This is an optimization exercise on Yosys and OpenROAD, whose aim is small area, not a production implementation.
RTL that was checked went through simulation tests only; none was proved equivalent to the original.
Only the layout flow was run in runs 2, 3 and 5; the RTL was not checked for function there.
No activity file was given, so power comes from the tool's default toggle rates.

==> design.v <==
module crc_link_engine (
    input  wire        clk,
    input  wire        rst,           
    input  wire        host_wr,
    input  wire [15:0] host_addr,
    input  wire [7:0]  host_wdata,
    output reg  [7:0]  host_rdata,
    input  wire        rx_valid,
    input  wire [7:0]  rx_data,
    output reg         rx_ready,
    output wire        tx_valid,
    output reg  [7:0]  tx_data,
    input  wire        tx_ready,
    output wire        busy
);
    localparam NB = 247;              
    localparam [3:0] S_IDLE      = 4'h0,
                     S_DRAIN     = 4'h1,
                     S_AWAIT_ACK = 4'h2,
                     S_RETRY     = 4'h3,
                     S_AWAIT_RSP = 4'h4,
                     S_SEND_RACK = 4'h5,
                     S_DRAIN_TR  = 4'h6,
                     S_DONE      = 4'h7,
                     S_FAILED    = 4'h8;
    localparam [2:0] R_NONE     = 3'd0,
                     R_OK       = 3'd1,
                     R_COMM     = 3'd2,
                     R_CORRUPT  = 3'd3,
                     R_SEQ      = 3'd4,
                     R_PAYLOAD  = 3'd5,
                     R_UNKNOWN  = 3'd6,
                     R_ABORTED  = 3'd7;
    localparam [1:0] P_HDR = 2'd0, P_PAY = 2'd1, P_CRC = 2'd2, P_END = 2'd3;
    function [15:0] crc_step;
        input [15:0] c;
        input [7:0]  x;
        integer k;
        reg [15:0] v;
        begin
            v = c ^ {x, 8'h00};
            for (k = 0; k < 8; k = k + 1)
                v = v[15] ? ((v << 1) ^ 16'h1021) : (v << 1);
            crc_step = v;
        end
    endfunction
    reg [3:0]  state;
    reg        retried;
    reg        rej;
    reg [2:0]  result;
    reg [7:0]  req_tc, req_iid, req_rc;
    reg        req_exp;
    reg [7:0]  x_tc, x_iid, x_rc;
    reg        x_exp;
    reg [7:0]  seq;
    reg [15:0] ctr;
    reg [7:0]  resp_seq;
    reg [7:0]  resp_len;
    reg [15:0] crc_acc;
    reg [7:0]  crc_data;
    reg        tx_busy;           
    reg [1:0]  ph;
    reg [7:0]  cnt;
    reg [7:0]  flen;              
    reg [15:0] crc;
    reg        fc, fr, fs;        
    reg [7:0]  t_seq, t_tc, t_iid, t_rc;
    reg [15:0] t_ctr;
    reg [8*NB-1:0] ring;
    reg [7:0]      wp;            
    assign busy     = (state >= S_DRAIN) && (state <= S_DRAIN_TR);
    wire m_drain = (state == S_DRAIN) || (state == S_DRAIN_TR);
    wire m_ack   = (state == S_AWAIT_ACK) || (state == S_RETRY);
    wire m_rsp   = (state == S_AWAIT_RSP);
    wire [7:0] bidx = host_addr[7:0];
    wire       in_buf = (host_addr[15:8] == 8'h01) && (bidx < resp_len);
    wire [8:0] pd = {1'b0, wp} + {1'b1, ~bidx};        
    wire [7:0] pos = pd[8] ? (pd[7:0] - 8'd9) : pd[7:0];   
    reg [7:0] buf_rd;
    integer k;
    always @(*) begin
        buf_rd = 8'h00;
        for (k = 0; k < NB; k = k + 1)
            if (pos == k) buf_rd = buf_rd | ring[8*k +: 8];
    end
    always @(*) begin
        case (host_addr)
            16'h0001: host_rdata = {1'b0, rej, retried, busy, state};
            16'h0002: host_rdata = {5'b0, result};
            16'h0003: host_rdata = req_tc;
            16'h0004: host_rdata = req_iid;
            16'h0005: host_rdata = req_rc;
            16'h0006: host_rdata = {7'b0, req_exp};
            16'h0007: host_rdata = seq;
            16'h0008: host_rdata = ctr[7:0];
            16'h0009: host_rdata = ctr[15:8];
            16'h000A: host_rdata = resp_seq;
            16'h000B: host_rdata = resp_len;
            16'h000C: host_rdata = crc_data;
            16'h000D: host_rdata = crc_acc[7:0];
            16'h000E: host_rdata = crc_acc[15:8];
            default:  host_rdata = in_buf ? buf_rd : 8'h00;
        endcase
    end
    reg [7:0] fbyte;
    always @(*) begin
        case (ph)
            P_HDR: case (cnt[2:0])
                3'd0: fbyte = 8'hAA;
                3'd1: fbyte = 8'h55;
                3'd2: fbyte = (!tx_busy || flen[3]) ? 8'h80 : 8'h40;
                3'd3: fbyte = tx_busy ? flen : 8'h00;
                3'd4: fbyte = 8'h00;
                3'd5: fbyte = t_seq;
                3'd6: fbyte = crc[7:0];
                default: fbyte = crc[15:8];
            endcase
            P_PAY: case (cnt[2:0])
                3'd0: fbyte = 8'h80;
                3'd1: fbyte = t_tc;
                3'd2: fbyte = {7'b0, tx_busy};
                3'd3: fbyte = {7'b0, !tx_busy};
                3'd4: fbyte = t_iid;
                3'd5: fbyte = t_ctr[7:0];
                3'd6: fbyte = t_ctr[15:8];
                default: fbyte = t_rc;
            endcase
            default: fbyte = cnt[0] ? crc[15:8] : crc[7:0];
        endcase
    end
    always @(*) tx_data = fbyte;
    wire pay_end = (ph == P_PAY) && (cnt == flen);
    assign tx_valid = tx_busy && !pay_end;
    wire mis = rx_data != fbyte;
    wire cmd_wr   = host_wr && host_addr == 16'h0000;
    wire do_start = cmd_wr && host_wdata == 8'h10 && !busy;
    wire do_abort = cmd_wr && host_wdata == 8'h11 && busy;
    wire [7:0] slot   = cnt - 8'd8;
    wire       rsp_hbad = m_rsp && ph == P_PAY && fc;           
    wire       aligned  = (cnt[7:3] == 5'd0) || (slot == wp);
    always @(*) begin
        rx_ready = 1'b0;
        if (!do_abort && !tx_busy && (m_drain || m_ack || m_rsp) && ph != P_END && !pay_end) begin
            if (m_rsp && ph == P_PAY)
                rx_ready = !fc && aligned;
            else
                rx_ready = 1'b1;
        end
    end
    wire rx_take = rx_ready && rx_valid;
    wire tx_take = tx_valid && tx_ready;
    wire step    = tx_busy ? tx_take : rx_take;
    wire [7:0] xb = tx_busy ? tx_data : rx_data;
    wire ring_wr = rx_take && m_rsp && ph == P_PAY && cnt[7:3] != 5'd0;
    always @(posedge clk) begin
        ring <= {ring[8*(NB-1)-1:0], ring_wr ? rx_data : ring[8*NB-1 -: 8]};
    end
    wire b40 = rx_data == 8'h40;
    wire b80 = rx_data == 8'h80;
    wire b4e = rx_data == 8'h4E;
    wire b04 = rx_data == 8'h04;
    task finish;
        input [2:0] r;
        begin
            result <= r;
            if (r != R_OK) resp_len <= 8'h00;
            seq    <= seq + 8'd1;
            ctr    <= ctr + 16'd1;
            state  <= (r == R_OK) ? S_DONE : S_FAILED;
            if (!tx_busy) begin
                ph  <= P_HDR;
                cnt <= 8'd0;
            end
        end
    endtask
    task send_req;
        begin
            tx_busy <= 1'b1;
            flen    <= 8'd8;
            ph      <= P_HDR;
            cnt     <= 8'd0;
        end
    endtask
    always @(posedge clk) begin
        if (rst) begin
            state     <= S_IDLE;
            retried   <= 1'b0;
            rej       <= 1'b0;
            result    <= R_NONE;
            req_tc    <= 8'h00;
            req_iid   <= 8'h00;
            req_rc    <= 8'h00;
            req_exp   <= 1'b0;
            seq       <= 8'h00;
            ctr       <= 16'h0000;
            resp_seq  <= 8'h00;
            resp_len  <= 8'h00;
            crc_acc   <= 16'hFFFF;
            crc_data  <= 8'h00;
            tx_busy   <= 1'b0;
            ph        <= P_HDR;
            cnt       <= 8'd0;
            wp        <= 8'd0;
        end else begin
            wp <= (wp == NB - 1) ? 8'd0 : wp + 8'd1;
            if (host_wr) begin
                case (host_addr)
                    16'h0003: req_tc  <= host_wdata;
                    16'h0004: req_iid <= host_wdata;
                    16'h0005: req_rc  <= host_wdata;
                    16'h0006: req_exp <= host_wdata[0];
                    16'h0007: if (!busy) seq <= host_wdata;
                    16'h0008: if (!busy) ctr[7:0] <= host_wdata;
                    16'h0009: if (!busy) ctr[15:8] <= host_wdata;
                    16'h000C: crc_data <= host_wdata;
                    16'h0000: begin
                        case (host_wdata)
                            8'h01: crc_acc <= 16'hFFFF;
                            8'h02: crc_acc <= crc_step(crc_acc, crc_data);
                            8'h10: if (busy) rej <= 1'b1;
                            default: ;
                        endcase
                    end
                    default: ;
                endcase
            end
            if (step) begin
                if (ph == P_HDR && (cnt[2:0] == 3'd1 || cnt[2:0] == 3'd7))
                    crc <= 16'hFFFF;
                else if ((ph == P_HDR && cnt[2:0] >= 3'd2 && cnt[2:0] <= 3'd5) || ph == P_PAY)
                    crc <= crc_step(crc, xb);
                case (ph)
                    P_HDR: if (cnt[2:0] == 3'd7) begin ph <= P_PAY; cnt <= 8'd0; end
                           else cnt <= cnt + 8'd1;
                    P_PAY: cnt <= cnt + 8'd1;
                    default: begin
                        if (cnt[0] == 1'b0) cnt <= 8'd1;
                        else begin
                            cnt <= 8'd0;
                            if (tx_busy) begin
                                tx_busy <= 1'b0;
                                ph      <= P_HDR;
                            end else if (m_drain) ph <= P_HDR;
                            else ph <= P_END;
                        end
                    end
                endcase
            end else if (pay_end && !rsp_hbad) begin
                ph  <= P_CRC;
                cnt <= 8'd0;
            end
            if (rx_take) begin
                case (ph)
                    P_HDR: case (cnt[2:0])
                        3'd0: fc <= mis;
                        3'd2: begin
                            if (m_ack) begin
                                fr <= b04;
                                fc <= fc | !(b40 | b04);
                            end else if (m_rsp) begin
                                fc <= fc | mis;
                            end else begin
                                fr <= b4e;
                                fs <= b40;
                            end
                        end
                        3'd3: begin
                            if (m_rsp) begin
                                flen <= rx_data;
                                fs   <= rx_data[7:3] == 5'd0;        
                            end else begin
                                fc   <= fc | mis;
                                if (m_ack || fs) flen <= 8'd0;
                                else if (fr)     flen <= 8'd15;
                                else             flen <= rx_data;
                            end
                        end
                        3'd5: begin
                            if (m_ack) fs <= mis;
                            if (m_rsp) t_seq <= rx_data;
                        end
                        default: fc <= fc | mis;
                    endcase
                    P_PAY: if (cnt[7:3] == 5'd0) fs <= fs | mis;
                    default: fc <= fc | mis;
                endcase
            end
            if (do_start) begin
                x_tc     <= req_tc;
                x_iid    <= req_iid;
                x_rc     <= req_rc;
                x_exp    <= req_exp;
                retried  <= 1'b0;
                rej      <= 1'b0;
                result   <= R_NONE;
                resp_seq <= 8'h00;
                resp_len <= 8'h00;
                state    <= S_DRAIN;
            end else if (do_abort) begin
                finish(R_ABORTED);
            end else begin
                case (state)
                    S_DRAIN, S_DRAIN_TR: begin
                        if (rx_take && ph == P_HDR) begin
                            case (cnt[2:0])
                                3'd0, 3'd1: if (mis) finish(R_UNKNOWN);
                                3'd2: if (!(b40 | b80 | b4e)) finish(R_UNKNOWN);
                                3'd4: if (fr && (fc || rx_data != 8'h53)) finish(R_UNKNOWN);
                                default: ;
                            endcase
                        end else if (!tx_busy && ph == P_HDR && cnt == 8'd0 && !rx_valid) begin
                            if (state == S_DRAIN) begin
                                t_seq <= seq;
                                t_tc  <= x_tc;
                                t_iid <= x_iid;
                                t_rc  <= x_rc;
                                t_ctr <= ctr;
                                send_req;
                                state <= S_AWAIT_ACK;
                            end else begin
                                finish(R_OK);
                            end
                        end
                    end
                    S_AWAIT_ACK, S_RETRY: begin
                        if (ph == P_END) begin
                            if (fc) finish(R_CORRUPT);
                            else if (!fr) begin
                                if (fs) finish(R_SEQ);
                                else begin
                                    ph  <= P_HDR;
                                    cnt <= 8'd0;
                                    state <= x_exp ? S_AWAIT_RSP : S_DRAIN_TR;
                                end
                            end else if (state == S_RETRY) begin
                                finish(R_COMM);
                            end else begin
                                retried <= 1'b1;
                                send_req;
                                state   <= S_RETRY;
                            end
                        end
                    end
                    S_AWAIT_RSP: begin
                        if (rsp_hbad) finish(R_CORRUPT);
                        else if (ph == P_END) begin
                            if (fs) finish(R_PAYLOAD);
                            else if (fc) finish(R_CORRUPT);
                            else begin
                                resp_seq <= t_seq;
                                resp_len <= flen - 8'd8;
                                tx_busy  <= 1'b1;         
                                flen     <= 8'd0;
                                ph       <= P_HDR;
                                cnt      <= 8'd0;
                                state    <= S_SEND_RACK;
                            end
                        end
                    end
                    S_SEND_RACK: begin
                        if (!tx_busy) state <= S_DRAIN_TR;
                    end
                    default: ;
                endcase
            end
        end
    end
endmodule
==> run.sh <==
#!/bin/bash
# synth_recipe.tcl (not shown) runs the flow's synth.tcl, then flattens the netlist and writes it again
# the make line also repeats each setting of config.mk as NAME=value (left out here)
make -C /OpenROAD-flow-scripts/flow DESIGN_CONFIG=/design/flow/config.mk WORK_HOME=/design/flow/orfs CLKGATE_MAP_FILE= SYNTH_SCRIPT=/design/flow/synth_recipe.tcl finish
==> config.mk <==
export PLATFORM = sky130hd
export DESIGN_NAME = crc_link_engine
export DESIGN_NICKNAME = crc_link_engine
export VERILOG_FILES = /design/flow/design.v
export SDC_FILE = /design/flow/constraint.sdc
export NUM_CORES = 4
export LEC_CHECK = 0
export CAP_MARGIN = 20
export CORE_MARGIN = 2
export CORE_UTILIZATION = 45
export PLACE_DENSITY = 0.6
export SLEW_MARGIN = 20
==> constraint.sdc <==
create_clock -name core_clock -period 10.0 [get_ports {clk}]
set_input_delay 2.0000 -clock core_clock [delete_from_list [all_inputs] [get_ports {clk}]]
set_output_delay 2.0000 -clock core_clock [all_outputs]
set_load 0.01 [all_outputs]
==> impl_results.md, run 1 <==
* Worst-path clk slew at 0.06 ns
* Post-synth ARST share at 0
* Top-area cell type share of the netlist area at 0.609
* Final Skew at 0.0682 ns
* Post-synth top cells: dfxtp_1 (2093), a22oi_1 (409), nand2_1 (347)
* Die area at 156000 µm²
* Post-synth net total at 6099
* DRC at 0
* Switch share at 0.287
* Internal power at 14.8 mW
* Cell with the most instances after synthesis: dfxtp_1
* Wire per inst at 43.6 µm
* Post-synth EDFFs at 100
* Clk sinks at 2193
* WHS Endpoint: ring[1350]
* Area grow syn2layout at 23.4%
* Fin crit share at 1.01
* Final nets at 6595
* Seq cells post-synth at 2193
* Tmin final at 10.05 ns
* Static Leakage at 31.1 nW
* Comb pwr share at 0.149
* Yosys warnings at 1
* Hold Crit Class: reg -> reg
* Pre-CTS setup slack at -0.456 ns
* Part of the power in registers at 0.433
* Slew @ Worst Pin at 1.26 ns
* Via count at 60900
* Largest net degree at the start of global routing at 41
* Worst-case clock buffer depth at 3
* Starting Density at 0.453
* Startpoint types: primary input
* Die span in x at 395 µm
* Data required, critical path at 8.00 ns
* PortBufs at 55
* Final setup fails at 3
* Slew Limit Fails at 0
* CTS buffer count at 206
* Core area at 152000 µm²
* Clock Power Share at 0.418
* R2r startpoint: cnt[2]
* Die height at 395 µm
* Root Buffer: clkbuf_16
* RD Place Congestion at 1.03
* H-tree lvl count at 4
* Psw at 5.96 mW
* Rows at 143
* Detail Route Antenna Nets at 0
* Total length of routed wires at 382000 µm
* Final hold vios at 0
* Rel. slew slack at 0.163
* CTS tree: built
* Power Dens Cells at 245 nW/µm²
* PnR worst setup slack at -0.0500 ns
* Main area contributors after synthesis: dfxtp_1 (61%), a22oi_1 (4.5%), edfxtp_1 (4.4%), nand3_1 (2.4%), nand2_1 (1.9%)
* Crit end category: output port
* Number of global-route vias before repair at 56500
* Initial DRC count at 10900
* Layout Check Fail Reasons: negative setup slack
* Avg Cell Area, Syn at 11.4 µm²
* Layout cell share with drive strength beyond 1 at 0.178
* Post-synthesis sequential area ratio at 0.652
* Hold Path Cell Cnt at 0
* Mapped Cells at 6032
* Prevailing post-synth register cell: dfxtp_1
* GRT Total Usage at 0.474
* Final core utilization at 0.559
* R2R Setup Slk at 4.20 ns
* Vias per cell at 6.96
* Pre-Repair DR Iteration Count at 7
* CP Data Arrival Time at 8.05 ns
* Worst r2r dst: ctr[0]
* Clk Latency, worst-skew pair at 0.88 ns
* Max Clk Rate at 99.5 MHz
* Kind of critical path: in -> out
* First-pass GRT wire length at 503000 µm
* FF-to-FF path depth at 16
* Worst IR drop on VDD at 0.199 mV
* Crit Path Max Fanout at 19
* Synth unique cells at 98
* GRT Residual Overflow at 0
* DP HPWL at 278000 µm
* Hold Buf Count CTS at 0
* Hold_sp: ring[1342]
* Post-synth top area cell: dfxtp_1
* Synthesized area at 68800 µm²
* Max cap viols at 0
* I/O pin total at 56
* Initial antenna violation count at 49
* Worst Setup SP: host_addr[0]
* Status: finished with violations
## repair_timing
item / 4_1_cts / 5_1_grt
buffers inserted: 14 / 19
gates resized for setup: 22 / 49
endpoints found under the setup margin: 7 / 8
hold endpoints to repair: 0 / 0
pin swaps: 4 / 15
## area by class of cell
cell class	instances	area, µm²
sequential	2193	44900
antenna	27	67.6
clock inverter	89	1550
fill	12900	66900
tap	2030	2540
inverter	54	203
multi-input combinational	3396	23200
timing repair buffer	677	6520
clock buffer	295	6020
## sequential cells by signal (all words and copies together) (netlist names), 3 cells and up
register	count
ring	1976
crc	16
crc_acc	16
ctr	16
t_ctr	16
cnt	8
crc_data	8
flen	8
req_iid	8
req_rc	8
req_tc	8
resp_len	8
resp_seq	8
seq	8
t_iid	8
t_rc	8
t_seq	8
t_tc	8
wp	8
x_iid	8
x_rc	8
x_tc	8
state	4
result	3
## cell families after synthesis
group,share of synthesized area
AO/OA/AOI/OAI,0.183
XOR/XNOR,0.0139
adder cells (fa/ha/maj),0.00556
buffers and inverters,0.0262
flip-flops,0.652
multiplexers,0.0182
AND/OR/NAND/NOR,0.100
## stage by stage
stage / cell area (µm²) / setup TNS, ns / cells / hold WS, ns / power, mW
finish: 85000 / -0.0755 / 8761 / 0.310 / 20.8
global route: 84900 / -0.00169 / 8734 / 0.311 / 21.0
CTS: 84500 / -0.0386 / 8713 / 0.299 / 20.5
detailed placement: 76700 / -1.06 / 8315 / 0.330 / 12.0
global placement: 76600 / -2.86 / 8313 / 0.327 / 12.0
floorplan: 68800 / 0 / 6032 / 0.323 / 10.3
## power by group through the flow
stage	Combinational [mW]	Sequential, mW	Clock [mW]
final	3.09	9.01	8.68
after global routing	3.02	9.00	9.02
after CTS	2.86	9.00	8.65
after detailed placement	2.83	9.20	0
after global placement	2.82	9.19	0
after floorplan	1.15	9.11	0
## layout by cell type, fill, tap and decap left out, types with 22 or more instances in the layout
| cell type | Yosys | layout |
|---|---|---|
| a211oi_1 | 34 | 31 |
| a21oi_1 | 219 | 217 |
| a221o_1 | 24 | 24 |
| a221oi_1 | 91 | 86 |
| a222oi_1 | 83 | 83 |
| a22o_1 | 133 | 133 |
| a22oi_1 | 409 | 407 |
| a311oi_1 | 25 | 25 |
| a31oi_1 | 76 | 68 |
| a32oi_1 | 78 | 75 |
| and3_1 | 61 | 56 |
| buf_12 | 0 | 103 |
| buf_4 | 1 | 513 |
| bufinv_16 | 0 | 34 |
| clkbuf_1 | 244 | 40 |
| clkbuf_16 | 0 | 210 |
| clkbuf_8 | 0 | 45 |
| clkdlybuf4s50_1 | 0 | 53 |
| clkinv_2 | 0 | 33 |
| dfxtp_1 | 2093 | 2093 |
| diode_2 | 0 | 27 |
| edfxtp_1 | 100 | 100 |
| ha_1 | 29 | 28 |
| inv_1 | 53 | 52 |
| mux2i_1 | 104 | 103 |
| nand2_1 | 347 | 343 |
| nand3_1 | 326 | 318 |
| nand4_1 | 73 | 73 |
| nor2_1 | 314 | 262 |
| nor2_2 | 2 | 35 |
| nor3_1 | 105 | 78 |
| nor3_2 | 2 | 22 |
| nor4_1 | 62 | 53 |
| o211ai_1 | 28 | 28 |
| o21ai_0 | 170 | 165 |
| o221ai_1 | 25 | 25 |
| o22ai_1 | 102 | 100 |
| xnor2_1 | 72 | 72 |
| xor2_1 | 37 | 37 |
## how the worst max path moves through the flow
stage	to	slack (ns)	cells past startpoint
2_1_floorplan	host_rdata[6]	1.84	22
3_3_place_gp	host_rdata[3]	-0.87	21
3_5_place_dp	host_rdata[3]	-0.46	21
4_1_cts	host_rdata[3]	-0.04	20
5_1_grt	host_rdata[6]	-0.002	19
6_report	host_rdata[1]	-0.05	20
## per-layer routing
metal | routed length (µm) | vias up | global-route usage
li1 | - | 23700 | -
met1 | 145000 | 30100 | 0.615
met2 | 151000 | 5595 | 0.651
met3 | 53500 | 1519 | 0.173
met4 | 32100 | 38 | 0.327
met5 | 336 | - | 0
## critical path, stage by stage
cell,delay (ns)
clkdlybuf4s50_1,0.55
inv_2,0.12
ha_1,0.27
fa_1,0.39
a21o_1,0.26
a221o_1,0.39
buf_4,0.19
nand4_1,0.14
and2_2,0.30
buf_4,0.18
o31ai_4,0.15
buf_12,0.25
a222oi_1,0.69
a2bb2oi_1,0.20
o211ai_1,0.10
or4_1,0.56
nor4_1,0.37
a32oi_1,0.22
buf_4,0.22
clkdlybuf4s50_1,0.46
==> inputs of run 2 (changes only) <==
--- a/design.v
+++ b/design.v
@@ -75,13 +75,44 @@
     wire [7:0] bidx = host_addr[7:0];
     wire       in_buf = (host_addr[15:8] == 8'h01) && (bidx < resp_len);
-    wire [8:0] pd = {1'b0, wp} + {1'b1, ~bidx};        
-    wire [7:0] pos = pd[8] ? (pd[7:0] - 8'd9) : pd[7:0];   
-    reg [7:0] buf_rd;
-    integer k;
+    wire [8:0] wq  = {1'b0, wp} + 9'd247;
+    wire [8:0] pa  = {1'b0, wp} + {1'b1, ~bidx};       
+    wire [8:0] pb  = wq + {1'b1, ~bidx};               
+    wire [7:0] pos = pa[8] ? pb[7:0] : pa[7:0];
+    reg  [15:0] dh, dl;
     always @(*) begin
-        buf_rd = 8'h00;
-        for (k = 0; k < NB; k = k + 1)
-            if (pos == k) buf_rd = buf_rd | ring[8*k +: 8];
+        dh = 16'd0; dl = 16'd0;
+        dh[pos[7:4]] = 1'b1;
+        dl[pos[3:0]] = 1'b1;
     end
+    wire [NB-1:0] sb;
+    wire [7:0]    buf_rd;
+    genvar gk, gb, gp;
+    generate
+        for (gk = 0; gk < NB; gk = gk + 1) begin : sel
+            cle_nand2 u (.a(dh[gk/16]), .b(dl[gk%16]), .y(sb[gk]));
+        end
+        for (gb = 0; gb < 8; gb = gb + 1) begin : rd
+            wire [123:0] y;
+            wire [30:0]  z1;
+            wire [7:0]   z2;
+            wire [1:0]   z3;
+            for (gp = 0; gp < 123; gp = gp + 1) begin : pr
+                cle_o22ai u (.a1(ring[16*gp + gb]), .a2(sb[2*gp]),
+                             .b1(ring[16*gp + 8 + gb]), .b2(sb[2*gp + 1]), .y(y[gp]));
+            end
+            cle_nor2 ul (.a(ring[8*(NB-1) + gb]), .b(sb[NB-1]), .y(y[123]));
+            for (gp = 0; gp < 31; gp = gp + 1) begin : l1
+                cle_or4 u (.a(y[4*gp]), .b(y[4*gp+1]), .c(y[4*gp+2]), .d(y[4*gp+3]), .y(z1[gp]));
+            end
+            for (gp = 0; gp < 7; gp = gp + 1) begin : l2
+                cle_or4 u (.a(z1[4*gp]), .b(z1[4*gp+1]), .c(z1[4*gp+2]), .d(z1[4*gp+3]), .y(z2[gp]));
+            end
+            cle_or3 l2l (.a(z1[28]), .b(z1[29]), .c(z1[30]), .y(z2[7]));
+            for (gp = 0; gp < 2; gp = gp + 1) begin : l3
+                cle_or4 u (.a(z2[4*gp]), .b(z2[4*gp+1]), .c(z2[4*gp+2]), .d(z2[4*gp+3]), .y(z3[gp]));
+            end
+            assign buf_rd[gb] = ~(z3[0] | z3[1]);
+        end
+    endgenerate
     always @(*) begin
         case (host_addr)
@@ -367,2 +398,17 @@
     end
 endmodule
+module cle_nand2 (input wire a, input wire b, output wire y);
+    assign y = ~(a & b);
+endmodule
+module cle_nor2 (input wire a, input wire b, output wire y);
+    assign y = ~(a | b);
+endmodule
+module cle_o22ai (input wire a1, input wire a2, input wire b1, input wire b2, output wire y);
+    assign y = ~((a1 | a2) & (b1 | b2));
+endmodule
+module cle_or4 (input wire a, input wire b, input wire c, input wire d, output wire y);
+    assign y = a | b | c | d;
+endmodule
+module cle_or3 (input wire a, input wire b, input wire c, output wire y);
+    assign y = a | b | c;
+endmodule
--- a/config.mk
+++ b/config.mk
@@ -8,5 +8,10 @@
 export CAP_MARGIN = 20
 export CORE_MARGIN = 2
-export CORE_UTILIZATION = 45
-export PLACE_DENSITY = 0.6
+export CORE_UTILIZATION = 60
+export CTS_BUF_LIST = sky130_fd_sc_hd__clkbuf_8 sky130_fd_sc_hd__clkbuf_16
+export CTS_CLUSTER_DIAMETER = 100
+export CTS_CLUSTER_SIZE = 30
+export PLACE_DENSITY = 0.7
 export SLEW_MARGIN = 20
+export SYNTH_HIERARCHICAL = 1
+export SYNTH_MINIMUM_KEEP_SIZE = 0
==> run 2 against run 1 <==
Compared with the run above:
- now clean on timing, DRC and antenna
- critical path depth is 11 higher
- flip-flop and latch count is the same
- critical path type unchanged
- global-route usage decreased by 15 points
- first-iteration DRC count down 54%
- cell count is 16% lower
- combinational power shrank 12%
- synthesized cell count decreased by 11%
- largest cell class unchanged
- largest power group unchanged
==> impl_results.md, run 2 <==
* Largest delay share family, worst path: simple AND/OR/NAND/NOR gates
* Cell Count, Final, Fillers Out at 7381 (-16%)
* Die height at 332 µm (-16%)
* Yosys warnings at 7 (+6)
* Tot Pwr at 15.9 mW (-24%)
* Crit Path Max Fanout at 8 (-11)
* RD Place Congestion at 1.03 (-0.26%)
* Cell with the most instances after synthesis: dfxtp_1
* Rel. slew slack at 0.231 (+0.0685)
* Placed Area at 70900 µm² (-7.5%)
* Slew @ Worst Pin at 1.15 ns (-0.109 ns)
* Unrepaired setup endpoints after global routing: no
* DP HPWL at 133000 µm (-52%)
* Number of global-route vias before repair at 45300 (-20%)
* Via count at 46700 (-23%)
* Data required, critical path at 8.00 ns (about the same)
* Wire per inst at 25.0 µm (-43%)
* Post-Place Cells at 7256 (-13%)
* GRT Residual Overflow at 0 (unchanged)
* Power Dens Cells at 214 nW/µm² (-13%)
* Worst IR drop on VDD at 0.168 mV (-16%)
* Avg Cell Area, Syn at 12.0 µm² (+5.2%)
* Final Skew at 0.0459 ns (-0.0224 ns)
* Synthesized area at 64600 µm² (-6.1%)
* Clk Latency, worst-skew pair at 0.74 ns (-0.14 ns)
* Pre-CTS setup slack at -1.57 ns (-1.11 ns)
* Status: complete, no violations
* Die area at 110000 µm² (-29%)
* Top-area cell type share of the netlist area at 0.648 (+0.0396)
* Synth unique cells at 97 (-1.0%)
* Hold Buf Count CTS at 0 (unchanged)
* Biggest register: ring
* First-pass GRT wire length at 277000 µm (-45%)
* Setup TNS at 0 ns (+0.0755 ns)
* Layout cell share with drive strength beyond 1 at 0.161 (-0.0167)
* Starting Density at 0.604 (+0.151)
* Root Buffer: clkbuf_16
* Seq cells post-synth at 2193 (unchanged)
* Final Cell Area at 74300 µm² (-13%)
* Leading cell type in the layout, fill and taps excluded: dfxtp_1
* CTS buffer count at 84 (-59%)
* Post-synth top area cell: dfxtp_1
* Most frequent cells in the layout: dfxtp_1 (2093), o22ai_1 (1010), buf_4 (515), nand2_1 (313), or4_1 (268)
* GRT Total Usage at 0.324 (-0.150)
* PnR worst setup slack at 0.152 ns (+0.202 ns)
* Core area at 107000 µm² (-30%)
* Main area contributors after synthesis: dfxtp_1 (65%), o22ai_1 (9.8%), edfxtp_1 (4.6%), or4_1 (3.8%), nand2_1 (2.5%)
* H-tree lvl count at 3 (-1)
* Post-synth EDFFs at 100 (unchanged)
* Die span in x at 332 µm (-16%)
* Worst-path clk slew at 0.11 ns (+0.05 ns)
* DRC at 0 (unchanged)
* Detail Route Antenna Nets at 0 (unchanged)
* Tmin final at 9.85 ns (-0.202 ns)
* Initial DRC count at 5000 (-54%)
* Mapped Cells at 5385 (-11%)
* CP peak stage delay at 0.59 ns (-0.10 ns)
* Final nets at 6045 (-8.3%)
* CP Data Arrival Time at 7.85 ns (-0.20 ns)
* Crit path buf inv count at 15 (+8)
* CP max-delay cell: or4_4
* Static Leakage at 30.9 nW (-0.72%)
* Post-synthesis sequential area ratio at 0.695 (+0.0425)
* Clk sinks at 2193 (unchanged)
* Initial antenna violation count at 3 (-94%)
* Startpoint types: primary input
* Worst-case clock buffer depth at 3 (unchanged)
* Post-synth top cells: dfxtp_1 (2093), o22ai_1 (1010), nand2_1 (434)
* Total length of routed wires at 185000 µm (-52%)
* Post-synth ARST share at 0 (unchanged)
* Max FFs per register at 1976 (unchanged)
* Layout filler cell count at 7869 (-39%)
* Max cap viols at 0 (unchanged)
* Vias per cell at 6.32 (-9.1%)
* Final hold vios at 0 (unchanged)
* Kind of critical path: in -> out
* Prevailing post-synth register cell: dfxtp_1
* Largest net degree at the start of global routing at 51 (+24%)
* Max Clk Rate at 102 MHz (+2.1%)
* PortBufs at 55 (unchanged)
* Post-synth net total at 5467 (-10%)
* Hold Crit Class: reg -> reg
* Final setup fails at 0 (-3)
* Crit-path most repeated cell: buf_4
* Pre-Repair DR Iteration Count at 10 (+3)
* Slew Limit Fails at 0 (unchanged)
* Area grow syn2layout at 14.9%
* CTS tree: built
* Crit end category: output port
* Rows at 120 (-16%)
* I/O pin total at 56 (unchanged)
* Fin crit share at 0.985 (-0.0202)
[run 2: final timing paths]
check	startpoint	end	slack, ns	cells after the start
worst max-delay path	host_addr[0]	host_rdata[3]	0.15	31
worst min-delay path	ring[35]	ring[43]	0.32	0
worst min register to register	ring[35]	ring[43]	0.32	0
worst max register to register	cnt[2]	seq[7]	4.31	15
[run 2: per-stage QoR]
| step | hold slack (ns) | utilization |
|---|---|---|
| global placement | 0.332 | 0.663 |
| finish | 0.321 | 0.695 |
| detailed placement | 0.337 | 0.663 |
| CTS | 0.329 | 0.693 |
| global route | 0.339 | 0.695 |
| floorplan | 0.332 | - |
[run 2: logic make-up after synthesis]
kind of cell	Yosys count	synth area share
DFF	2193	0.695
AOI/OAI and AO/OA	1471	0.149
and+or+nand+nor	1291	0.106
buffers and inverters	184	0.0118
xor gates and xnor gates	115	0.0156
muxes	86	0.0136
adders and majority gates	45	0.00906
[run 2: cell type report]
cell class	instances	area, µm²	area share
multi-input combinational	3009	20000	0.269
clock inverter	16	198	0.00266
timing repair buffer	607	5050	0.0680
inverter	68	255	0.00344
tap	1403	1760	0.0236
antenna	1	2.50	0.0000337
sequential	2193	44900	0.605
clock buffer	84	2100	0.0283
[run 2: layer usage]
layer	global-route usage	routed length (µm)	vias up
met5	0	12	-
met4	0.109	6860	2
met3	0.0569	15200	445
met2	0.510	82400	2150
met1	0.455	80400	22600
li1	-	-	21500
[run 2: report_power, final]
part / switching, mW / total (mW) / internal [mW]
combinational: 1.67 / 2.72 / 1.05
sequential: 0.121 / 8.99 / 8.86
clock: 2.60 / 4.16 / 1.56
[run 2: repair_timing]
action,CTS,global route
pin swaps,22,17
setup endpoints to repair,8,8
resized for setup,231,63
cloned,3,0
buffers inserted,18,3
[run 2: per-module statistics from Yosys, one instance, submodules excluded]
module,times used,flip-flops and latches,area (µm²)
cle_nand2,247,0,3.75
cle_nor2,8,0,3.75
cle_or3,8,0,6.26
cle_o22ai,984,0,6.26
crc_link_engine,1,2193,55100
cle_or4,320,0,7.51
==> inputs of run 3 (changes only) <==
--- a/config.mk
+++ b/config.mk
@@ -11,5 +11,6 @@
 export CTS_BUF_LIST = sky130_fd_sc_hd__clkbuf_8 sky130_fd_sc_hd__clkbuf_16
 export CTS_CLUSTER_DIAMETER = 100
-export CTS_CLUSTER_SIZE = 30
+export CTS_CLUSTER_SIZE = 24
+export GPL_TIMING_DRIVEN = 0
 export PLACE_DENSITY = 0.7
 export SLEW_MARGIN = 20
==> run 3 against run 2 <==
Compared with the run above:
- the layout now fails its checks (negative setup slack)
- critical path depth down 5
- global-route usage shrank 0.19 points
- synthesized cell count is the same
- flip-flop and latch count unchanged
- register-to-register slack better by 0.31 ns
- die area did not move
- maximum frequency is 1.6% lower
- synthesized area unchanged
- critical path type unchanged
- highest routed layer unchanged
==> impl_results.md, run 3 <==
* Status: finished with violations
* Layout Check Fail Reasons: negative setup slack
* GRT Residual Overflow at 0 (unchanged)
* Core area at 107000 µm² (unchanged)
* Switch share at 0.280 (+0.00296)
* Yosys warnings at 7 (unchanged)
* Mapped Cells at 5385 (unchanged)
* Most frequent cells in the layout: dfxtp_1 (2093), o22ai_1 (1010), nand2_1 (284), or4_1 (276), nor2_1 (172)
* Fin crit share at 1.00 (+0.0160)
* Final nets at 5760 (-4.7%)
* Power Dens Cells at 224 nW/µm² (+4.9%)
* Main area contributors after synthesis: dfxtp_1 (65%), o22ai_1 (9.8%), edfxtp_1 (4.6%), or4_1 (3.8%), nand2_1 (2.5%)
* Hold_sp: ring[1961]
* Hold Crit Class: reg -> reg
* Cell with the most instances after synthesis: dfxtp_1
* Crit-path most repeated cell: buf_4
* Crit Path Max Fanout at 8 (unchanged)
* DRC at 0 (unchanged)
* Final core utilization at 0.678 (-0.0167)
* First-pass GRT wire length at 273000 µm (-1.3%)
* Rel. slew slack at 0.135 (-0.0961)
* Vias per cell at 6.46 (+2.2%)
* Internal power at 11.7 mW (+2.0%)
* Initial DRC count at 4720 (-5.6%)
* Initial antenna violation count at 5 (+2)
* H-tree lvl count at 3 (unchanged)
* Part of the power in registers at 0.550 (-0.016)
* I/O pin total at 56 (unchanged)
* Worst IR drop on VDD at 0.199 mV (+18%)
* GRT Total Usage at 0.322 (-0.00187)
* Prevailing post-synth register cell: dfxtp_1
* Slew Limit Fails at 0 (unchanged)
* PnR worst setup slack at -0.00809 ns (-0.160 ns)
* Worst-case clock buffer depth at 3 (unchanged)
* Rows at 120 (unchanged)
* Static Leakage at 30.1 nW (-2.4%)
* Max FFs per register at 1976 (unchanged)
* CP max-delay cell: or4_4
* FF-to-FF path depth at 16 (+1)
* Pre-CTS setup slack at -3.12 ns (-1.55 ns)
* Hold Path Cell Cnt at 0 (unchanged)
* Post-synth ARST share at 0 (unchanged)
* Data required, critical path at 8.00 ns (about the same)
* Post-synthesis sequential area ratio at 0.695 (unchanged)
* Max Clk Rate at 99.9 MHz (-1.6%)
* Post-synth net total at 5467 (unchanged)
* Post-synth top area cell: dfxtp_1
* Pre-Repair DR Iteration Count at 8 (-2)
* Number of global-route vias before repair at 43700 (-3.6%)
* Avg Cell Area, Syn at 12.0 µm² (unchanged)
* Leading cell type in the layout, fill and taps excluded: dfxtp_1
* Setup TNS at -0.0123 ns (-0.0123 ns)
* Largest net degree at the start of global routing at 26 (-49%)
* Final setup fails at 2 (+2)
* Largest delay share family, worst path: simple AND/OR/NAND/NOR gates
* Area grow syn2layout at 12.2%
* Worst r2r dst: seq[0]
* Slew @ Worst Pin at 1.30 ns (+0.149 ns)
* Biggest register: ring
* Seq cells post-synth at 2193 (unchanged)
* Total length of routed wires at 186000 µm (+0.82%)
* Die area at 110000 µm² (unchanged)
* Detail Route Antenna Nets at 0 (unchanged)
* Synth unique cells at 97 (unchanged)
* Synthesized area at 64600 µm² (unchanged)
* Crit end category: output port
* Clk Latency, worst-skew pair at 0.74 ns (about the same)
* Psw at 4.54 mW (+3.5%)
* R2r startpoint: cnt[2]
* Crit path buf inv count at 9 (-6)
* R2R Setup Slk at 4.62 ns (+0.31 ns)
* Final hold vios at 0 (unchanged)
* Worst-path clk slew at 0.10 ns (about the same)
* Tmin final at 10.01 ns (+0.160 ns)
* Top-area cell type share of the netlist area at 0.648 (unchanged)
* Max cap viols at 0 (unchanged)
* Die span in x at 332 µm (unchanged)
* Wire per inst at 26.3 µm (+4.8%)
* CP Data Arrival Time at 8.01 ns (+0.16 ns)
* DP HPWL at 131000 µm (-1.3%)
* Die height at 332 µm (unchanged)
* Root Buffer: clkbuf_16
* Unrepaired setup endpoints after global routing: yes
* Via count at 45900 (-1.7%)
* CTS tree: built
* Final Skew at 0.0428 ns (-0.00304 ns)
* Worst Setup SP: host_addr[0]
* Starting Density at 0.604 (unchanged)
* CP peak stage delay at 0.59 ns (about the same)
* Clock Power Share at 0.276 (+0.014)
* Startpoint types: primary input
* PortBufs at 48 (-13%)
* Kind of critical path: in -> out
* Post-synth top cells: dfxtp_1 (2093), o22ai_1 (1010), nand2_1 (434)
* CTS buffer count at 102 (+21%)
* RD Place Congestion at 1.03 (+0.32%)
* Clk sinks at 2193 (unchanged)
* Layout cell share with drive strength beyond 1 at 0.113 (-0.0485)
* Post-synth EDFFs at 100 (unchanged)
* Layout filler cell count at 7917 (+0.61%)
* Comb pwr share at 0.174 (+0.002)
* WHS Endpoint: ring[1969]
* Hold WS at 0.336 ns (+0.0157 ns)
==> run 3: power groups by stage <==
stage | logic, mW | clock network (mW) | registers (mW)
global placement | 2.20 | 0 | 9.14
detailed placement | 2.31 | 0 | 9.14
floorplan | 1.31 | 0 | 9.10
global route | 2.91 | 4.82 | 8.94
CTS | 2.53 | 4.52 | 8.93
finish | 2.83 | 4.48 | 8.94
==> run 3: final cells by class <==
type                       count  area [µm²]  share of cell area
antenna                        3        7.51            0.000104
multi-input combinational   3010       20600               0.284
inverter                      68         262             0.00361
tap                         1403        1760              0.0242
timing repair buffer         187        1730              0.0238
clock buffer                 103        2580              0.0356
buffer                       116         534             0.00737
sequential                  2193       44900               0.619
clock inverter                17         138             0.00190
==> run 3: Yosys stat by module, one instance, submodules excluded <==
module,cells,flops+latches,copies in the design,cell area (µm²)
cle_or4,1,0,320,7.51
cle_nand2,1,0,247,3.75
cle_o22ai,1,0,984,6.26
crc_link_engine,3818,2193,1,55100
cle_nor2,1,0,8,3.75
cle_or3,1,0,8,6.26
==> run 3: how the worst max path moves through the flow <==
stage / endpoint / cells past startpoint
2_1_floorplan: host_rdata[0] / 22
3_3_place_gp: host_rdata[2] / 23
3_5_place_dp: host_rdata[1] / 27
4_1_cts: host_rdata[0] / 25
5_1_grt: host_rdata[1] / 26
6_report: host_rdata[0] / 26
==> run 3: layer usage <==
metal,wire [µm],part of all wire,up-vias,track usage
met4,7880,0.042,2,0.131
met1,80300,0.43,22600,0.447
met3,15100,0.081,409,0.0626
li1,-,-,20900,-
met5,11,0.000059,-,0
met2,83100,0.45,1957,0.498
==> run 3: what timing repair did <==
| item | CTS | global route |
|---|---|---|
| cloned | 1 | 4 |
| gates resized for setup | 241 | 211 |
| setup endpoints to repair | 8 | 8 |
| hold buffers | 0 | 0 |
| buffers inserted | 58 | 28 |
| pin swaps | 35 | 28 |
==> run 3: logic make-up after synthesis <==
group	Yosys count	share of synthesized area
DFF	2193	0.695
and+or+nand+nor	1291	0.106
xor gates and xnor gates	115	0.0156
AOI/OAI and AO/OA	1471	0.149
adders and majority gates	45	0.00906
muxes	86	0.0136
buffers and inverters	184	0.0118
==> run 3: through the flow <==
stage / power (mW) / cell area [µm²] / cells
6_report: 16.2 / 72500 / 7100
5_1_grt: 16.7 / 72500 / 7097
4_1_cts: 16.0 / 71300 / 7065
3_5_place_dp: 11.5 / 67600 / 6886
3_3_place_gp: 11.3 / 66900 / 6836
2_1_floorplan: 10.4 / 64600 / 5385
==> run 3: worst register-to-register path, cell delays in order (launching register included) <==
cell	delay [ns]
dfxtp_1	0.51
buf_2	0.30
clkinv_1	0.37
ha_1	0.43
clkbuf_1	0.29
nor2b_1	0.22
a2111oi_0	0.85
nand4_1	0.26
nand3_1	0.13
a2111oi_0	0.07
and4b_1	0.34
buf_4	0.20
a21o_4	0.23
a31oi_1	0.50
buf_2	0.40
nand2_1	0.09
o2bb2ai_1	0.12
==> inputs of run 4 (changes only) <==
--- a/design.v
+++ b/design.v
@@ -75,8 +75,6 @@
     wire [7:0] bidx = host_addr[7:0];
     wire       in_buf = (host_addr[15:8] == 8'h01) && (bidx < resp_len);
-    wire [8:0] wq  = {1'b0, wp} + 9'd247;
-    wire [8:0] pa  = {1'b0, wp} + {1'b1, ~bidx};       
-    wire [8:0] pb  = wq + {1'b1, ~bidx};               
-    wire [7:0] pos = pa[8] ? pb[7:0] : pa[7:0];
+    wire [8:0] pd = {1'b0, wp} + {1'b1, ~bidx};        
+    wire [7:0] pos = pd[8] ? (pd[7:0] - 8'd9) : pd[7:0];   
     reg  [15:0] dh, dl;
     always @(*) begin
--- a/config.mk
+++ b/config.mk
@@ -9,8 +9,5 @@
 export CORE_MARGIN = 2
 export CORE_UTILIZATION = 60
-export CTS_BUF_LIST = sky130_fd_sc_hd__clkbuf_8 sky130_fd_sc_hd__clkbuf_16
-export CTS_CLUSTER_DIAMETER = 100
-export CTS_CLUSTER_SIZE = 24
-export GPL_TIMING_DRIVEN = 0
+export CTS_BUF_LIST = sky130_fd_sc_hd__clkbuf_4 sky130_fd_sc_hd__clkbuf_8
 export PLACE_DENSITY = 0.7
 export SLEW_MARGIN = 20
==> run 4 against run 3 <==
Compared with the run above:
- now clean on timing, DRC and antenna
- worst hold slack got worse by 0.054 ns
- synthesized cell count fell by 3.3%
- cell count is 6.8% higher
- sequential power shrank 1%
- synthesized area is 2.0% lower
- clock-buffer cell count grew 410
- highest routed layer unchanged
==> impl_results.md, run 4 <==
* Post-synthesis sequential area ratio at 0.709 (+0.0140)
* Root Buffer: clkbuf_8
* Clock Power Share at 0.419 (+0.143)
* Main area contributors after synthesis: dfxtp_1 (66%), o22ai_1 (9.9%), edfxtp_1 (4.7%), or4_1 (3.8%), nand2_1 (2.5%)
* I/O pin total at 56 (unchanged)
* Rows at 119 (-0.83%)
* Final nets at 6028 (+4.7%)
* Kind of critical path: in -> out
* Worst IR drop on VDD at 0.185 mV (-7.0%)
* First-pass GRT wire length at 281000 µm (+3.1%)
* Total length of routed wires at 187000 µm (+0.58%)
* Top-area cell type share of the netlist area at 0.661 (+0.0131)
* Mapped Cells at 5206 (-3.3%)
* Synthesized area at 63300 µm² (-2.0%)
* Tmin final at 9.87 ns (-0.141 ns)
* Max Clk Rate at 101 MHz (+1.4%)
* Worst-case clock buffer depth at 4 (+1)
* CTS buffer count at 332 (+230%)
* Avg Cell Area, Syn at 12.2 µm² (+1.4%)
* Final Skew at 0.0871 ns (+0.0442 ns)
* Max cap viols at 0 (unchanged)
* Rel. slew slack at 0.178 (+0.0428)
* Slew @ Worst Pin at 1.23 ns (-0.0695 ns)
* Status: complete, no violations
* Die height at 329 µm (-0.98%)
* Layout cell share with drive strength beyond 1 at 0.204 (+0.0913)
* Post-synth top area cell: dfxtp_1
* Biggest register: ring
* Static Leakage at 33.4 nW (+11%)
* Hold WS at 0.282 ns (-0.0539 ns)
* Largest net degree at the start of global routing at 45 (+73%)
* Most frequent cells in the layout: dfxtp_1 (2093), o22ai_1 (999), clkbuf_8 (420), nand2_1 (377), buf_4 (317)
* CTS tree: built
* Switch share at 0.237 (-0.0431)
* DP HPWL at 131000 µm (about the same)
* H-tree lvl count at 5 (+2)
* Comb pwr share at 0.092 (-0.082)
* Startpoint types: primary input
* DRC at 0 (unchanged)
* GRT Residual Overflow at 0 (unchanged)
* Die span in x at 329 µm (-0.98%)
* Internal power at 13.7 mW (+17%)
* Crit end category: output port
* GRT Total Usage at 0.340 (+0.0174)
* Psw at 4.26 mW (-6.4%)
* Post-synth EDFFs at 100 (unchanged)
* Prevailing post-synth register cell: dfxtp_1
* Hold Crit Class: reg -> reg
* Max FFs per register at 1976 (unchanged)
* Pre-Repair DR Iteration Count at 9 (+1)
* Slew Limit Fails at 0 (unchanged)
* Crit Path Max Fanout at 5 (-3)
* Clk Latency, worst-skew pair at 0.96 ns (+0.22 ns)
* Starting Density at 0.603 (-0.00104)
* Wire per inst at 24.7 µm (-5.8%)
* RD Place Congestion at 0.966 (-6.6%)
* Seq cells post-synth at 2193 (unchanged)
* Final hold vios at 0 (unchanged)
* Final core utilization at 0.745 (+0.0674)
* Area grow syn2layout at 23.5%
* CP Data Arrival Time at 7.87 ns (-0.14 ns)
* Power Dens Cells at 230 nW/µm² (+2.5%)
* Via count at 47300 (+3.0%)
* Detail Route Antenna Nets at 0 (unchanged)
* Die area at 108000 µm² (-2.0%)
* Setup TNS at 0 ns (+0.0123 ns)
* Number of global-route vias before repair at 46600 (+6.8%)
* Core area at 105000 µm² (-1.8%)
* Initial antenna violation count at 8 (+3)
* Tot Pwr at 18.0 mW (+11%)
* Post-synth ARST share at 0 (unchanged)
* Final setup fails at 0 (-2)
* Post-synth top cells: dfxtp_1 (2093), o22ai_1 (999), nand2_1 (429)
* Clk sinks at 2193 (unchanged)
* Worst-path clk slew at 0.06 ns (-0.04 ns)
* Initial DRC count at 5259 (+11%)
* Synth unique cells at 90 (-7.2%)
* Yosys warnings at 7 (unchanged)
* Vias per cell at 6.24 (-3.5%)
* PortBufs at 55 (+15%)
* Fin crit share at 0.987 (-0.0141)
* Data required, critical path at 8.00 ns (about the same)
* Part of the power in registers at 0.490 (-0.060)
* Post-synth net total at 5275 (-3.5%)
* Leading cell type in the layout, fill and taps excluded: dfxtp_1
* Cell with the most instances after synthesis: dfxtp_1
[run 4: cell types whose count changed in the layout (fill, tap and decap cells not counted), moves of 38 or more]
| cell | change |
|---|---|
| clkbuf_1 | -76 |
| nand2_4 | -50 |
| buf_12 | +124 |
| nand2_1 | +93 |
| buf_4 | +205 |
| clkbuf_8 | +420 |
| nand2_2 | -38 |
| clkbuf_16 | -103 |
| clkbuf_4 | +93 |
[run 4: final cells by class]
type	count	area (µm²)
antenna	5	12.5
clock buffer	513	6480
clock inverter	47	412
fill	6977	26700
inverter	58	218
multi-input combinational	2852	18700
sequential	2193	44900
tap	1391	1740
timing repair buffer	522	5800
[run 4: final timing paths]
kind,start,to,slack (ns),cells after the start
worst max-delay path,host_addr[0],host_rdata[7],0.13,27
worst max register to register,cnt[2],cnt[0],4.19,13
worst min register to register,ring[1918],ring[1926],0.28,0
worst min-delay path,ring[1918],ring[1926],0.28,0
[run 4: kinds of logic after synthesis]
| kind of cell | Yosys count | share of synthesized area |
|---|---|---|
| DFF | 2193 | 0.709 |
| AOI/OAI and AO/OA | 1415 | 0.144 |
| and+or+nand+nor | 1219 | 0.102 |
| buffers and inverters | 161 | 0.0102 |
| xor gates and xnor gates | 109 | 0.0151 |
| muxes | 77 | 0.0125 |
| adders and majority gates | 32 | 0.00644 |
[run 4: worst max-delay path, stage by stage]
cell and delay, ns:
buf_4 0.12, inv_2 0.07, ha_2 0.20, fa_2 0.34, a21o_1 0.19, a21oi_2 0.17
o21ai_0 0.09, o211ai_1 0.15, a21o_1 0.23, buf_6 0.14, a21oi_1 0.09, a211oi_2 0.28
xor2_2 0.16, buf_4 0.18, nor4bb_4 0.17, buf_6 0.17, buf_8 0.15, buf_4 0.15
nand2_1 0.12, buf_6 0.14, o22ai_1 0.09, or4_4 0.53, or4_4 0.56, or4_4 0.65
o311ai_4 0.31, buf_6 0.17, clkdlybuf4s15_2 0.22
[run 4: power by group through the flow]
stage / combinational (mW) / clock (mW) / sequential [mW]
6_report: 1.65 / 7.53 / 8.81
5_1_grt: 1.67 / 7.98 / 8.81
4_1_cts: 1.54 / 7.61 / 8.81
3_5_place_dp: 1.34 / 0 / 9.00
3_3_place_gp: 1.32 / 0 / 9.00
2_1_floorplan: 0.511 / 0 / 9.00
[run 4: layer usage]
| layer | up-vias | track usage | part of all wire |
|---|---|---|---|
| li1 | 21300 | - | - |
| met1 | 23100 | 0.461 | 0.42 |
| met2 | 2337 | 0.530 | 0.46 |
| met3 | 502 | 0.0602 | 0.075 |
| met4 | 2 | 0.163 | 0.045 |
| met5 | - | 0 | 0.00018 |
[run 4: timing repair]
action,4_1_cts,5_1_grt
resized for setup,170,70
gates cloned,0,0
buffers inserted,10,9
pin swaps,22,28
hold buffers,0,0
endpoints found under the setup margin,8,8
[run 4: through the flow]
stage	instances	cell area [µm²]	setup WS [ns]
after floorplan	5206	63300	0.278
after global placement	6994	70400	-1.55
after detailed placement	6997	70400	-1.49
after CTS	7567	78000	0.0129
after global routing	7577	78200	-0.0273
final	7581	78300	0.132
[run 4: modules after synthesis (local to each module, per instance)]
module           cell area, µm²  flops+latches
cle_or4                    7.51              0
crc_link_engine           53800           2193
cle_nor2                   3.75              0
cle_nand2                  3.75              0
cle_o22ai                  6.26              0
cle_or3                    6.26              0
==> inputs of run 5 (changes only) <==
--- a/design.v
+++ b/design.v
@@ -75,6 +75,22 @@
     wire [7:0] bidx = host_addr[7:0];
     wire       in_buf = (host_addr[15:8] == 8'h01) && (bidx < resp_len);
-    wire [8:0] pd = {1'b0, wp} + {1'b1, ~bidx};        
-    wire [7:0] pos = pd[8] ? (pd[7:0] - 8'd9) : pd[7:0];   
+    function [8:0] add8;               
+        input [7:0] x, y;
+        reg [7:0] g, p, g1, p1, g2, p2, g3;
+        begin
+            g  = x & y;
+            p  = x ^ y;
+            g1 = g | (p & {g[6:0], 1'b0});
+            p1 = p & {p[6:0], 1'b0};
+            g2 = g1 | (p1 & {g1[5:0], 2'b0});
+            p2 = p1 & {p1[5:0], 2'b0};
+            g3 = g2 | (p2 & {g2[3:0], 4'b0});
+            add8 = {g3[7], p ^ {g3[6:0], 1'b0}};
+        end
+    endfunction
+    wire [7:0] wm9 = wp - 8'd9;
+    wire [8:0] pa  = add8(wp, ~bidx);
+    wire [8:0] pb  = add8(wm9, ~bidx);
+    wire [7:0] pos = pa[8] ? pa[7:0] : pb[7:0];
     reg  [15:0] dh, dl;
     always @(*) begin
--- a/config.mk
+++ b/config.mk
@@ -9,5 +9,8 @@
 export CORE_MARGIN = 2
 export CORE_UTILIZATION = 60
-export CTS_BUF_LIST = sky130_fd_sc_hd__clkbuf_4 sky130_fd_sc_hd__clkbuf_8
+export CTS_BUF_LIST = sky130_fd_sc_hd__clkbuf_8 sky130_fd_sc_hd__clkbuf_16
+export CTS_CLUSTER_DIAMETER = 100
+export CTS_CLUSTER_SIZE = 24
+export GPL_TIMING_DRIVEN = 0
 export PLACE_DENSITY = 0.7
 export SLEW_MARGIN = 20
==> run 5 against run 4 <==
Compared with the run above:
- maximum frequency decreased by 1.9%
- the layout now fails its checks (negative setup slack)
- critical path type unchanged
- worst hold slack improved by 0.038 ns
- via count decreased by 3.2%
- clock-buffer cell count decreased by 411
- synthesized area increased by 2.0%
==> impl_results.md, run 5 <==
* Detail Route Antenna Nets at 0 (unchanged)
* Placed Area at 67600 µm² (-4.0%)
* Yosys warnings at 7 (unchanged)
* Footprint of the multi-input gates at 21100 µm² (+13%)
* RD Place Congestion at 0.999 (+3.4%)
* Cell with the most instances after synthesis: dfxtp_1
* Biggest register: ring
* Seq cells post-synth at 2193 (unchanged)
* Slew Limit Fails at 0 (unchanged)
* Final nets at 5733 (-4.9%)
* First-pass GRT wire length at 275000 µm (-2.2%)
* GRT Residual Overflow at 0 (unchanged)
* Layout filler cell count at 7883 (+13%)
* Prevailing post-synth register cell: dfxtp_1
* CP Data Arrival Time at 8.06 ns (+0.19 ns)
* Worst-path cell chain: clkdlybuf4s18_2 > inv_1 > ha_1 > o21a_1 > o21a_1 > o31a_1 > o22ai_4 > buf_12 > mux2i_4 > buf_6 > nand3_4 > xnor2_4 > buf_4 > nor3_2 > buf_12 > nand2_4 > o22ai_1 > or4_1 > or4_4 > or4_4 > o311ai_4 > buf_2
* Die span in x at 332 µm (+0.99%)
* CTS tree: built
* Avg Cell Area, Syn at 11.9 µm² (-1.8%)
* Hold WS at 0.321 ns (+0.0381 ns)
* CP max-delay cell: or4_4
* Unrepaired setup endpoints after global routing: yes
* Rel. slew slack at 0.197 (+0.0188)
* Kind of critical path: in -> out
* Largest net degree at the start of global routing at 26 (-42%)
* Via count at 45800 (-3.2%)
* DRC at 0 (unchanged)
* Static Leakage at 30.4 nW (-8.9%)
* I/O pin total at 56 (unchanged)
* Wire per inst at 26.5 µm (+7.2%)
* Crit Path Max Fanout at 15 (+10)
* Mapped Cells at 5409 (+3.9%)
* Total length of routed wires at 188000 µm (about the same)
* Power Dens Cells at 235 nW/µm² (+2.3%)
* Number of global-route vias before repair at 43600 (-6.4%)
* Post-synth net total at 5486 (+4.0%)
* Initial antenna violation count at 8 (unchanged)
* Leading cell type in the layout, fill and taps excluded: dfxtp_1
* Final hold vios at 0 (unchanged)
* Startpoint types: primary input
* Worst-case clock buffer depth at 3 (-1)
* GRT Total Usage at 0.326 (-0.0138)
* Layout cell share with drive strength beyond 1 at 0.118 (-0.0866)
* Register area at 44900 µm² (unchanged)
* Post-Route M1 WL at 82000 µm (+3.0%)
* Crit end category: output port
* CP peak stage delay at 0.62 ns (-0.03 ns)
* Hold Crit Class: reg -> reg
* Final setup fails at 6 (+6)
* Pre-CTS setup slack at -2.61 ns (-1.12 ns)
* Most frequent cells in the layout: dfxtp_1 (2093), o22ai_1 (1017), or4_1 (245), nand2_1 (220), nor2_1 (178)
* Top Metal Used: met5
* Status: finished with violations
* Post-synthesis sequential area ratio at 0.695 (-0.0140)
* Routed wl met3 at 14500 µm (+2.5%)
* Area grow syn2layout at 12.8%
* Layout Check Fail Reasons: negative setup slack
* Max FFs per register at 1976 (unchanged)
* PortBufs at 43 (-22%)
* Synthesized area at 64600 µm² (+2.0%)
* Post-synth top cells: dfxtp_1 (2093), o22ai_1 (1018), nand2_1 (423)
* Met2 routed WL at 83200 µm (-2.5%)
* Main area contributors after synthesis: dfxtp_1 (65%), o22ai_1 (9.9%), edfxtp_1 (4.6%), or4_1 (3.8%), nand2_1 (2.5%)
* Top-area cell type share of the netlist area at 0.648 (-0.0130)
* Post-synth ARST share at 0 (unchanged)
* DP HPWL at 132000 µm (+0.39%)
* Root Buffer: clkbuf_16
* Initial DRC count at 5147 (-2.1%)
* Slew @ Worst Pin at 1.20 ns (-0.0307 ns)
* Final Cell Area at 72900 µm² (-6.9%)
* PnR worst setup slack at -0.0577 ns (-0.190 ns)
* Max cap viols at 0 (unchanged)
* Die area at 110000 µm² (+2.0%)
* Max Clk Rate at 99.4 MHz (-1.9%)
* Tot Pwr at 17.1 mW (-4.7%)
* Rows at 120 (+0.84%)
* Synth unique cells at 95 (+5.6%)
* Final core utilization at 0.682 (-0.0637)
* Worst-path clk slew at 0.09 ns (+0.03 ns)
* Final Skew at 0.0587 ns (-0.0283 ns)
* Die height at 332 µm (+0.99%)
* CTS buffer count at 102 (-69%)
* Worst IR drop on VDD at 0.179 mV (-3.5%)
* Pre-Repair DR Iteration Count at 9 (unchanged)
* Tmin final at 10.06 ns (+0.190 ns)
* H-tree lvl count at 3 (-2)
* Crit path buf inv count at 7 (-3)
* Core area at 107000 µm² (+1.8%)
* Data required, critical path at 8.00 ns (about the same)
* Post-synth EDFFs at 100 (unchanged)
* Vias per cell at 6.47 (+3.7%)
* Largest delay share family, worst path: simple AND/OR/NAND/NOR gates
* Post-synth top area cell: dfxtp_1
* Fin crit share at 1.01 (+0.0190)
* Starting Density at 0.604 (+0.000991)
* Clk sinks at 2193 (unchanged)
* Clk Latency, worst-skew pair at 0.76 ns (-0.20 ns)
[run 5: cell types whose count changed after synthesis, moves of 10 or more]
cell,previous run,this run
o22ai_1,999,1018
xnor2_1,55,72
nor2_1,163,193
clkbuf_1,78,106
o221ai_1,3,14
o21ai_1,5,19
nand4_1,14,24
a221oi_1,16,35
buf_2,13,24
mux2_2,15,26
a21oi_1,113,141
[run 5: area by class of cell]
| type | count | share of cell area |
|---|---|---|
| timing repair buffer | 141 | 0.0216 |
| inverter | 56 | 0.00299 |
| multi-input combinational | 3024 | 0.289 |
| sequential | 2193 | 0.616 |
| tap | 1403 | 0.0241 |
| clock buffer | 102 | 0.0350 |
| buffer | 138 | 0.00791 |
| clock inverter | 18 | 0.00282 |
| antenna | 1 | 0.0000343 |
[run 5: cell families (layout without fill, tap and decap cells)]
family	after synthesis	count (layout)	share of synthesized area
DFF	2193	2193	0.695
buffers and inverters	194	455	0.0119
other	0	1	0
adders and majority gates	40	40	0.00798
muxes	85	85	0.0138
AOI/OAI and AO/OA	1514	1514	0.151
and+or+nand+nor	1260	1262	0.103
xor gates and xnor gates	123	123	0.0171
[run 5: stage by stage]
step / TNS [ns] / instances
2_1_floorplan: 0 / 5409
3_3_place_gp: -39.66 / 6855
6_report: -0.198 / 7076
3_5_place_dp: -19.65 / 6896
4_1_cts: -0.118 / 7054
5_1_grt: -0.287 / 7076
[run 5: per-layer routing]
metal,vias to the layer above,track usage
li1,21000,-
met1,22300,0.462
met2,2038,0.504
met3,447,0.0498
met4,4,0.130
met5,-,0
[run 5: final timing paths]
kind                     start       endpoint  slack (ns)  cells past startpoint
setup / recovery  host_addr[3]  host_rdata[5]       -0.06                     22
hold / removal      ring[1871]     ring[1879]        0.32                      0
setup reg to reg        cnt[0]        ctr[11]        4.32                     14
hold reg to reg     ring[1871]     ring[1879]        0.32                      0
[run 5: report_power, final]
part / internal [mW] / leakage (nW) / switching (mW)
sequential: 8.88 / 17.8 / 0.106
clock: 1.86 / 1.38 / 2.65
combinational: 1.27 / 11.2 / 2.37
total: 12.0 / 30.4 / 5.13
[run 5: per-module statistics from Yosys (local to each module, per instance)]
module	cells	cell area (µm²)	flops+latches	times used
cle_nor2	1	3.75	0	8
cle_o22ai	1	6.26	0	984
cle_or3	1	6.26	0	8
cle_or4	1	7.51	0	320
cle_nand2	1	3.75	0	247
crc_link_engine	3842	55100	2193	1
[run 5: repair_timing]
item	4_1_cts	5_1_grt
pin swaps	34	23
hold buffers	0	0
setup endpoints to repair	8	8
gates cloned	2	3
buffers inserted	36	16
resized for setup	451	113
endpoints found under the hold margin	0	0

afterwards: timing with drivers on the ports:
No port has a modelled driver above. Below, the same layouts with a new extraction and two added sets of constraints.
Step 1 (the two cells are an assumption about what drives the block):
set clk [get_ports {clk}]
set_driving_cell -lib_cell sky130_fd_sc_hd__clkbuf_16 $clk
set_driving_cell -lib_cell sky130_fd_sc_hd__buf_2 [delete_from_list [all_inputs] $clk]
Step 2, shift: input delay + t, output delay - t, t = (earliest + latest rising clock arrival at the registers) / 2. This alone moves slack from input paths to output paths.
Slacks: ideal / step 1 / step 2; pairs: ideal / step 1.
| run | shift t [ns] | setup slack, ns | hold WS [ns] | clock arrival spread, ns |
|---|---|---|---|---|
| run 1 | 0.938 | -0.050 / -0.083 / -0.083 | 0.310 / 0.310 / 0.310 | 0.075 / 0.075 |
| run 2 | 0.790 | 0.152 / 0.131 / 0.131 | 0.321 / 0.321 / 0.321 | 0.053 / 0.053 |
| run 3 | 0.790 | -0.008 / -0.072 / -0.072 | 0.336 / 0.336 / 0.336 | 0.045 / 0.045 |
| run 4 | 0.995 | 0.132 / 0.098 / 0.098 | 0.282 / 0.282 / 0.282 | 0.113 / 0.114 |
| run 5 | 0.804 | -0.058 / -0.091 / -0.091 | 0.321 / 0.321 / 0.321 | 0.064 / 0.063 |
For run 3, which loses most, drivers alone change the setup slack by -0.064 ns; drivers and shift together by -0.064 ns.
